From an optimization exercise on the open Yosys and OpenROAD flow, aimed at a short achievable clock period and few clock cycles per item; shortcuts taken in it are not production practice.
At most, simulation tests tie the RTL to the original design; equivalence was not proved.
Power and IR drop assume default switching activity.

main:
## ksih
module ksih (
    input  wire        clk,
    input  wire        rst,           
    output wire [3:0]  col_o,         
    input  wire [3:0]  row_i,         
    output wire [4:0]  out_o,         
    output wire        out_we_o,      
    input  wire        edge_i,        
    output wire        irq_o,         
    input  wire        invoke_i,      
    output wire        ret_o,         
    output wire        busy_o,        
    input  wire        hcmd_valid_i,  
    input  wire [10:0] hcmd_i,        
    output wire [7:0]  hrdata_o       
);
    localparam [2:0] OP_WRCOL = 3'd0, OP_RDCMB = 3'd1, OP_WROUT = 3'd2,
                     OP_ISTAT = 3'd3, OP_IDIS  = 3'd4, OP_ICLR  = 3'd5,
                     OP_IEN   = 3'd6;
    localparam [3:0] PAT0 = 4'b1110, PAT1 = 4'b1101, PAT2 = 4'b1011,
                     PAT3 = 4'b0111;
    localparam [4:0] NOKEY_OUT = 5'h10;
    function [15:0] codes(input [3:0] c);
        case (c)
            PAT0:    codes = 16'hABCD;
            PAT1:    codes = 16'h369E;
            PAT2:    codes = 16'h258F;
            PAT3:    codes = 16'h1470;
            default: codes = 16'h0000;
        endcase
  ...
Settings: LEC_CHECK=0, ABC_CLOCK_PERIOD_IN_PS=1000, CAP_MARGIN=20, CORE_MARGIN=2, CORE_UTILIZATION=40, SETUP_SLACK_MARGIN=3.5, SLEW_MARGIN=20; clock period 5.0 ns.
run.sh (not shown) runs the stock make flow with config.mk's settings and CLKGATE_MAP_FILE= SYNTH_SCRIPT=/design/flow/synth_recipe.tcl, a recipe that flattens the netlist after the stock synthesis.
Input changes introduced in the feature branch (baseline for comparison: main):
- ABC_CLOCK_PERIOD_IN_PS: 1000 -> 10
## What came out
Comparing main against the feature branch, there is no change at all in diode insertion count for antenna repair. As far as part of the total power dissipated in the clock network is concerned, the feature branch and main perform about the same. Number of clock buffers in the layout across the feature branch and main: no real change. Total via count after detailed routing: main vs the feature branch identical. Reported for the feature branch and main, layout-stage area growth over the synthesis result turned out identical to the last digit. Comparing the feature branch against main, there is no change at all in number of cells on the worst hold path.
Function was not checked in any run of this note: the RTL went through the layout flow alone.

========
Setup of old:
The RTL this note starts from:
==> flow/design.v <==
module ksih_keydec (
    input  wire [7:0] addr,
    output reg  [4:0] data
);
    always @(*) begin
        case (addr)
            8'hE7: data = 5'h00;
            8'h77: data = 5'h01;
            8'h7B: data = 5'h02;
            8'h7D: data = 5'h03;
            8'hB7: data = 5'h04;
            8'hBB: data = 5'h05;
            8'hBD: data = 5'h06;
            8'hD7: data = 5'h07;
            8'hDB: data = 5'h08;
            8'hDD: data = 5'h09;
            8'h7E: data = 5'h0A;
            8'hBE: data = 5'h0B;
            8'hDE: data = 5'h0C;
            8'hEE: data = 5'h0D;
            8'hED: data = 5'h0E;
            8'hEB: data = 5'h0F;
            default: data = 5'h10;
        endcase
    end
endmodule
module ksih (
    input  wire        clk,
    input  wire        rst,           
    output wire [3:0]  col_o,         
    input  wire [3:0]  row_i,         
    output wire [4:0]  out_o,         
    output wire        out_we_o,      
    input  wire        edge_i,        
    output wire        irq_o,         
    input  wire        invoke_i,      
    output wire        ret_o,         
    output wire        busy_o,        
    input  wire        hcmd_valid_i,  
    input  wire [10:0] hcmd_i,        
    output wire [7:0]  hrdata_o       
);
    localparam [3:0] PAT0 = 4'b1110, PAT1 = 4'b1101, PAT2 = 4'b1011,
                     PAT3 = 4'b0111;
    localparam [4:0] NOKEY_OUT = 5'h10;
    function [15:0] codes(input [3:0] c);
        case (c)
            PAT0:    codes = 16'hABCD;
            PAT1:    codes = 16'h369E;
            PAT2:    codes = 16'h258F;
            PAT3:    codes = 16'h1470;
            default: codes = 16'h0000;
        endcase
    endfunction
    function [3:0] rot(input [3:0] c);
        rot = {c[2:0], c[3]};
    endfunction
    reg [3:0] col_q;
    reg [4:0] out_q;
    reg       ier_q;
    reg       isr_q;
    reg       irq_q;       
    reg       busy_q;
    reg       scan_q;
    reg       fin_we_q;
    reg [3:0] pre_row_q;
    reg [3:0] pre_col_q;
    reg        me_q;       
    reg [4:0]  mres_q;     
    reg [3:0]  mcol_q;     
    reg [15:0] cr_q;       
    reg [7:0] hrdata_q;
    reg       out_we_q;
    reg       ret_q;
    reg       busy_oq;
    reg [3:0] col_oq;
    reg [4:0] out_oq;
    wire [4:0] pre_res;
    ksih_keydec u_keydec (
        .addr ({pre_row_q, pre_col_q}),
        .data (pre_res)
    );
    wire       pre_ok   = !pre_res[4] || (pre_col_q == PAT3);
    wire       is_pat0  = (col_q == PAT0);
    wire       is_pat1  = (col_q == PAT1);
    wire       nlast    = (mcol_q == PAT3);
    wire       nend_pre = pre_ok && (rot(mcol_q) == pre_col_q);
    wire       b_me     = nlast || nend_pre;
    wire [4:0] b_mres   = nend_pre ? pre_res : NOKEY_OUT;
    wire [3:0] b_mcol   = nlast ? mcol_q : rot(mcol_q);
    wire [15:0] b_cr    = codes(mcol_q);
    wire [4:0] out_keep = (busy_q && fin_we_q) ? pre_res : out_q;
    wire [3:0]  col_d, col_od, pre_row_d, pre_col_d, mcol_d;
    wire [4:0]  out_d, out_od, mres_d;
    wire [15:0] cr_d;
    wire [7:0]  hrdata_d;
    wire ier_d, isr_d, irq_d, busy_d, busy_od, scan_d, fin_we_d, me_d, out_we_d, ret_d;
    ksih_next u_next (
        .rst (rst), .row_i (row_i), .edge_i (edge_i), .invoke_i (invoke_i),
        .hcmd_valid_i (hcmd_valid_i), .hcmd_i (hcmd_i),
        .col_q (col_q), .ier_q (ier_q), .isr_q (isr_q), .busy_q (busy_q),
        .scan_q (scan_q), .fin_we_q (fin_we_q), .pre_row_q (pre_row_q),
        .pre_col_q (pre_col_q), .me_q (me_q), .mres_q (mres_q),
        .mcol_q (mcol_q), .cr_q (cr_q), .hrdata_q (hrdata_q),
        .is_pat0 (is_pat0), .is_pat1 (is_pat1), .out_keep (out_keep),
        .b_me (b_me), .b_mres (b_mres), .b_mcol (b_mcol), .b_cr (b_cr),
        .col_d (col_d), .out_d (out_d), .ier_d (ier_d), .isr_d (isr_d),
        .irq_d (irq_d), .busy_d (busy_d), .scan_d (scan_d),
        .fin_we_d (fin_we_d), .pre_row_d (pre_row_d), .pre_col_d (pre_col_d),
        .me_d (me_d), .mres_d (mres_d), .mcol_d (mcol_d), .cr_d (cr_d),
        .hrdata_d (hrdata_d), .out_we_d (out_we_d), .ret_d (ret_d),
        .busy_od (busy_od), .col_od (col_od), .out_od (out_od)
    );
    always @(posedge clk) begin
        col_q     <= col_d;
        out_q     <= out_d;
        ier_q     <= ier_d;
        isr_q     <= isr_d;
        irq_q     <= irq_d;
        busy_q    <= busy_d;
        scan_q    <= scan_d;
        fin_we_q  <= fin_we_d;
        pre_row_q <= pre_row_d;
        pre_col_q <= pre_col_d;
        me_q      <= me_d;
        mres_q    <= mres_d;
        mcol_q    <= mcol_d;
        cr_q      <= cr_d;
        hrdata_q  <= hrdata_d;
        out_we_q  <= out_we_d;
        ret_q     <= ret_d;
        busy_oq   <= busy_od;
        col_oq    <= col_od;
        out_oq    <= out_od;
    end
    assign col_o    = col_oq;
    assign out_o    = out_oq;
    assign out_we_o = out_we_q;
    assign irq_o    = irq_q;
    assign ret_o    = ret_q;
    assign busy_o   = busy_oq;
    assign hrdata_o = hrdata_q;
endmodule
module ksih_next (
    input  wire        rst,
    input  wire [3:0]  row_i,
    input  wire        edge_i,
    input  wire        invoke_i,
    input  wire        hcmd_valid_i,
    input  wire [10:0] hcmd_i,
    input  wire [3:0]  col_q,
    input  wire        ier_q,
    input  wire        isr_q,
    input  wire        busy_q,
    input  wire        scan_q,
    input  wire        fin_we_q,
    input  wire [3:0]  pre_row_q,
    input  wire [3:0]  pre_col_q,
    input  wire        me_q,
    input  wire [4:0]  mres_q,
    input  wire [3:0]  mcol_q,
    input  wire [15:0] cr_q,
    input  wire [7:0]  hrdata_q,
    input  wire        is_pat0,
    input  wire        is_pat1,
    input  wire [4:0]  out_keep,
    input  wire        b_me,
    input  wire [4:0]  b_mres,
    input  wire [3:0]  b_mcol,
    input  wire [15:0] b_cr,
    output reg  [3:0]  col_d,
    output reg  [4:0]  out_d,
    output reg         ier_d,
    output reg         isr_d,
    output wire        irq_d,
    output reg         busy_d,
    output reg         scan_d,
    output wire        fin_we_d,
    output wire [3:0]  pre_row_d,
    output wire [3:0]  pre_col_d,
    output wire        me_d,
    output wire [4:0]  mres_d,
    output wire [3:0]  mcol_d,
    output wire [15:0] cr_d,
    output reg  [7:0]  hrdata_d,
    output reg         out_we_d,
    output reg         ret_d,
    output wire        busy_od,
    output wire [3:0]  col_od,
    output wire [4:0]  out_od
);
    localparam [2:0] OP_WRCOL = 3'd0, OP_RDCMB = 3'd1, OP_WROUT = 3'd2,
                     OP_ISTAT = 3'd3, OP_IDIS  = 3'd4, OP_ICLR  = 3'd5,
                     OP_IEN   = 3'd6;
    localparam [3:0] PAT0 = 4'b1110, PAT1 = 4'b1101, PAT2 = 4'b1011;
    localparam [4:0] NOKEY_OUT = 5'h10;
    wire [3:0] m;                        
    assign m[0] = (row_i == 4'b1110);
    assign m[1] = (row_i == 4'b1101);
    assign m[2] = (row_i == 4'b1011);
    assign m[3] = (row_i == 4'b0111);
    wire       hit  = |m;
    wire [3:0] code = ({4{m[0]}} & cr_q[3:0])  | ({4{m[1]}} & cr_q[7:4]) |
                      ({4{m[2]}} & cr_q[11:8]) | ({4{m[3]}} & cr_q[15:12]);
    wire [2:0] op    = hcmd_i[10:8];
    wire [7:0] arg   = hcmd_i[7:0];
    wire host  = !busy_q && hcmd_valid_i && !invoke_i;
    wire start = !busy_q && invoke_i;
    wire full  = isr_q | edge_i;
    wire to1   = is_pat0 && !hit;        
    wire [4:0] pre_now = hit ? {1'b0, m[0] ? 4'hE : m[1] ? 4'h9 : m[2] ? 4'h6 : 4'h3}
                             : NOKEY_OUT;
    assign pre_row_d = busy_q ? pre_row_q : row_i;
    assign pre_col_d = busy_q ? pre_col_q : col_q;
    assign fin_we_d  = full;
    assign me_d      = busy_q ? b_me   : (is_pat1 && hit);
    assign mres_d    = busy_q ? b_mres : (is_pat1 ? pre_now : NOKEY_OUT);
    assign mcol_d    = busy_q ? b_mcol : (is_pat0 ? PAT2 : PAT1);
    assign cr_d      = busy_q ? b_cr   : (is_pat0 ? 16'h369E : 16'hABCD);
    assign irq_d     = ier_d & isr_d;
    assign busy_od   = busy_d;
    assign col_od    = col_d;
    assign out_od    = out_d;
    always @(*) begin
        ier_d    = ier_q;
        isr_d    = isr_q | edge_i;
        col_d    = col_q;
        hrdata_d = hrdata_q;
        out_d    = out_keep;
        out_we_d = 1'b0;
        ret_d    = 1'b0;
        busy_d   = 1'b0;
        scan_d   = 1'b0;
        if (busy_q) begin
            busy_d   = scan_q && !hit && !me_q;
            scan_d   = scan_q && !hit && !me_q;
            ret_d    = !scan_q || hit || me_q;
            out_we_d = scan_q ? (hit || me_q) : fin_we_q;
            if (scan_q) begin
                out_d = hit ? {1'b0, code} : mres_q;
                if (!hit)
                    col_d = mcol_q;
            end
        end else if (invoke_i) begin
            busy_d = 1'b1;
            scan_d = full && !(is_pat0 && hit);
            ier_d  = full;
            isr_d  = 1'b0;
            if (full)
                col_d = to1 ? PAT1 : PAT0;
        end else if (hcmd_valid_i) begin
            case (op)
                OP_WRCOL: col_d = arg[3:0];
                OP_RDCMB: hrdata_d = {row_i, col_q};
                OP_WROUT: begin
                    out_d    = arg[4:0];
                    out_we_d = 1'b1;
                end
                OP_ISTAT: hrdata_d = {7'b0, isr_q};
                OP_IDIS:  if (arg[0]) ier_d = 1'b0;
                OP_ICLR:  if (arg[0]) isr_d = edge_i;
                OP_IEN:   if (arg[0]) ier_d = 1'b1;
                default:  ;
            endcase
        end
        if (rst) begin
            col_d    = 4'b1111;
            ier_d    = 1'b0;
            isr_d    = 1'b0;
            hrdata_d = 8'h00;
            out_we_d = 1'b0;
            ret_d    = 1'b0;
            busy_d   = 1'b0;
            scan_d   = 1'b0;
        end
    end
endmodule
Settings: LEC_CHECK=0, ABC_AREA=1, CAP_MARGIN=20, CORE_MARGIN=2, CORE_UTILIZATION=40, CTS_BUF_LIST=sky130_fd_sc_hd__clkbuf_16, CTS_CLUSTER_DIAMETER=100, CTS_CLUSTER_SIZE=40, SETUP_SLACK_MARGIN=3.5, SLEW_MARGIN=20, SYNTH_HIERARCHICAL=1, SYNTH_MINIMUM_KEEP_SIZE=0; clock period 5.0 ns.
old finished all stages; the layout is clean.
Testbench counts of old, summed over its fixed seeds: cycles 10,537, runs 3,200.
Input-level comparison between new and old:
# old
export LEC_CHECK = 0
export ABC_AREA = 1
export CAP_MARGIN = 20
export CORE_MARGIN = 2
export CORE_UTILIZATION = 40
export CTS_BUF_LIST = sky130_fd_sc_hd__clkbuf_16
export CTS_CLUSTER_DIAMETER = 100
export CTS_CLUSTER_SIZE = 40
export SETUP_SLACK_MARGIN = 3.5
export SLEW_MARGIN = 20
export SYNTH_HIERARCHICAL = 1
export SYNTH_MINIMUM_KEEP_SIZE = 0
create_clock -name core_clock -period 5.0 [get_ports {clk}]
# new
export LEC_CHECK = 0
export ABC_AREA = 1
export CAP_MARGIN = 20
export CORE_MARGIN = 2
export CORE_UTILIZATION = 40
export SETUP_SLACK_MARGIN = 3.5
export SLEW_MARGIN = 20
export SYNTH_HIERARCHICAL = 1
export SYNTH_MINIMUM_KEEP_SIZE = 0
create_clock -name core_clock -period 5.0 [get_ports {clk}]
Between old and new, the sequential share of layout area does not differ in any meaningful way. Per the comparison of new with old, sequential-cell power consumption closely matched the old numbers; maximum achievable frequency decreased by about 0.8% relative to the old numbers; peak supply drop increased by about 6% relative to the old numbers; static leakage decreased by about 0.7% relative to the old numbers; first-pass GRT wire length increased by 1.2% relative to the old numbers. Detailed placer's ending HPWL: new vs old identical.

========
## green
Another version of the RTL of ksih (not shown whole).
Size: ~700 cells after synthesis, roughly 41 I/O pins, about 0.0042 mm² of cells after synthesis.
==> flow/config.mk <==
export PLATFORM = sky130hd
export DESIGN_NAME = ksih
export DESIGN_NICKNAME = ksih
export VERILOG_FILES = /design/flow/design.v
export SDC_FILE = /design/flow/constraint.sdc
export NUM_CORES = 4
export LEC_CHECK = 0
export ABC_AREA = 1
export CAP_MARGIN = 20
export CORE_MARGIN = 2
export CORE_UTILIZATION = 60
export PLACE_DENSITY = 0.8
export SETUP_SLACK_MARGIN = 3.5
export SLEW_MARGIN = 20
export SYNTH_HIERARCHICAL = 1
export SYNTH_MINIMUM_KEEP_SIZE = 0
==> flow/constraint.sdc <==
create_clock -name core_clock -period 5.0 [get_ports {clk}]
set_input_delay 1.0000 -clock core_clock [delete_from_list [all_inputs] [get_ports {clk}]]
set_output_delay 1.0000 -clock core_clock [all_outputs]
set_load 0.01 [all_outputs]
[inputs] blue vs green
- swapping 60 for 40 in CORE_UTILIZATION
- clearing PLACE_DENSITY, which used to be 0.8
blue has completed all stages; timing, DRC and antenna checks passed.
For the area occupied by registers, blue came in about 0.4% lower than green did.
Summary of the comparison: relative contribution of combinational cells to total power is lower in blue, relative to green.
Compared to green, blue has routed wire length about 32% lower.
Function was not checked in any run of this note: the RTL went through the layout flow alone.

========
Another version of the RTL of ksih (not shown whole).
Size: ~32 flip-flops, roughly 0.0021 mm² of cells after synthesis.
Settings: LEC_CHECK=0, ABC_CLOCK_PERIOD_IN_PS=1400, CAP_MARGIN=20, CORE_MARGIN=2, CORE_UTILIZATION=40, SETUP_SLACK_MARGIN=3.6, SLEW_MARGIN=20; clock period 5.0 ns.
Testbench counts at the start, summed over its fixed seeds: cycles 10,537, runs 3,200.
==> next run, changes <==
Settings changed: ABC_CLOCK_PERIOD_IN_PS 1400 to default, SETUP_SLACK_MARGIN 3.6 to default.
What happened:
- The changed run completed without violations
- routed wire length fell by about a fifth
- count of clock-buffer cells in the layout stays the same
- synthesized area stays the same
- non-clock buffer count fell by 50

========
Setup of before:
ksih, a different RTL version from the one above (not shown whole).
Size in the first run: roughly 580 cells after synthesis, about 44 flip-flops, ~41 I/O pins, roughly 3400 um2 of cells after synthesis.
export LEC_CHECK = 0
export ABC_AREA = 1
export CAP_MARGIN = 20
export CORE_MARGIN = 2
export CORE_UTILIZATION = 40
export SETUP_SLACK_MARGIN = 3.5
export SLEW_MARGIN = 20
export SYNTH_HIERARCHICAL = 1
export SYNTH_MINIMUM_KEEP_SIZE = 0
create_clock -name core_clock -period 5.0 [get_ports {clk}]
Testbench counts of before, summed over its fixed seeds: cycles 10,537, runs 3,200.
Relative to before, the following input files were edited for after:
Settings: ABC_AREA now 0, was 1.
## What came out
after completed every stage of the flow, and the final layout passed the timing, design-rule and antenna checks. In the reports for after and before, the smaller count of clock-buffer cells in the layout belongs to before. Relative to before, the maximum vdd drop measured on after has increased by more than a quarter. Delta (after minus before): required time at the worst-slack endpoint climbed 1.17 ns, register fraction of the total cell area climbed 0.70 points. Clock group share of total power ended up 5.5 points lower on after than on before. What after reported for final layout net count has to be multiplied by 1.4 to get the figure for before. Relative to before, detailed-route vias per instance has increased by about 17% in after. The wire length of the first global-routing pass in after sits about 7% above the value recorded for before.

## what the ideal ports hide
No port has a modelled driver above. Below, the same layouts with a new extraction and two added sets of constraints. Step 1, drivers: a clkbuf_16 drives clk and a buf_2 each remaining input, both assumed. Step 2 moves the port delays by t, midway between the first and last clock arrival at a register: inputs arrive t later, outputs are due t later. That takes back most of the time a late clock gives input paths. a / b / c = ideal / step 1 / step 2; a / b = the first two.
run | t, ns | slack for setup (ns) | worst setup path at the end | clock arrival spread, ns
main | 0.331 | 2.756 / 2.749 / 2.418 | input to register | 0.008 / 0.007
the feature branch | 0.331 | 2.756 / 2.749 / 2.418 | input to register | 0.008 / 0.007
old | 0.365 | 3.217 / 3.190 / 2.838 | input to register | 0.006 / 0.005
new | 0.370 | 3.203 / 3.173 / 2.803 | input to register | 0.010 / 0.011
green | 0.387 | 3.103 / 3.071 / 2.684 | input to register | 0.010 / 0.010
blue | 0.364 | 3.226 / 3.197 / 2.843 | input to register | 0.005 / 0.005
the first run of note 4 | 0.305 | 2.620 / 2.574 / 2.269 | input to register | 0.004 / 0.003
the second run of note 4 | 0.312 | 1.583 / 1.589 / 1.277 | input to register | 0.004 / 0.004
before | 0.339 | 3.229 / 3.196 / 2.927 | input to register | 0.004 / 0.003
after | 0.337 | 3.043 / 2.958 / 2.621 | input to register | 0.009 / 0.008
After both steps setup and hold are still met in every run listed. For after, which loses most, drivers alone change the setup slack by -0.085 ns; drivers and shift together by -0.422 ns.
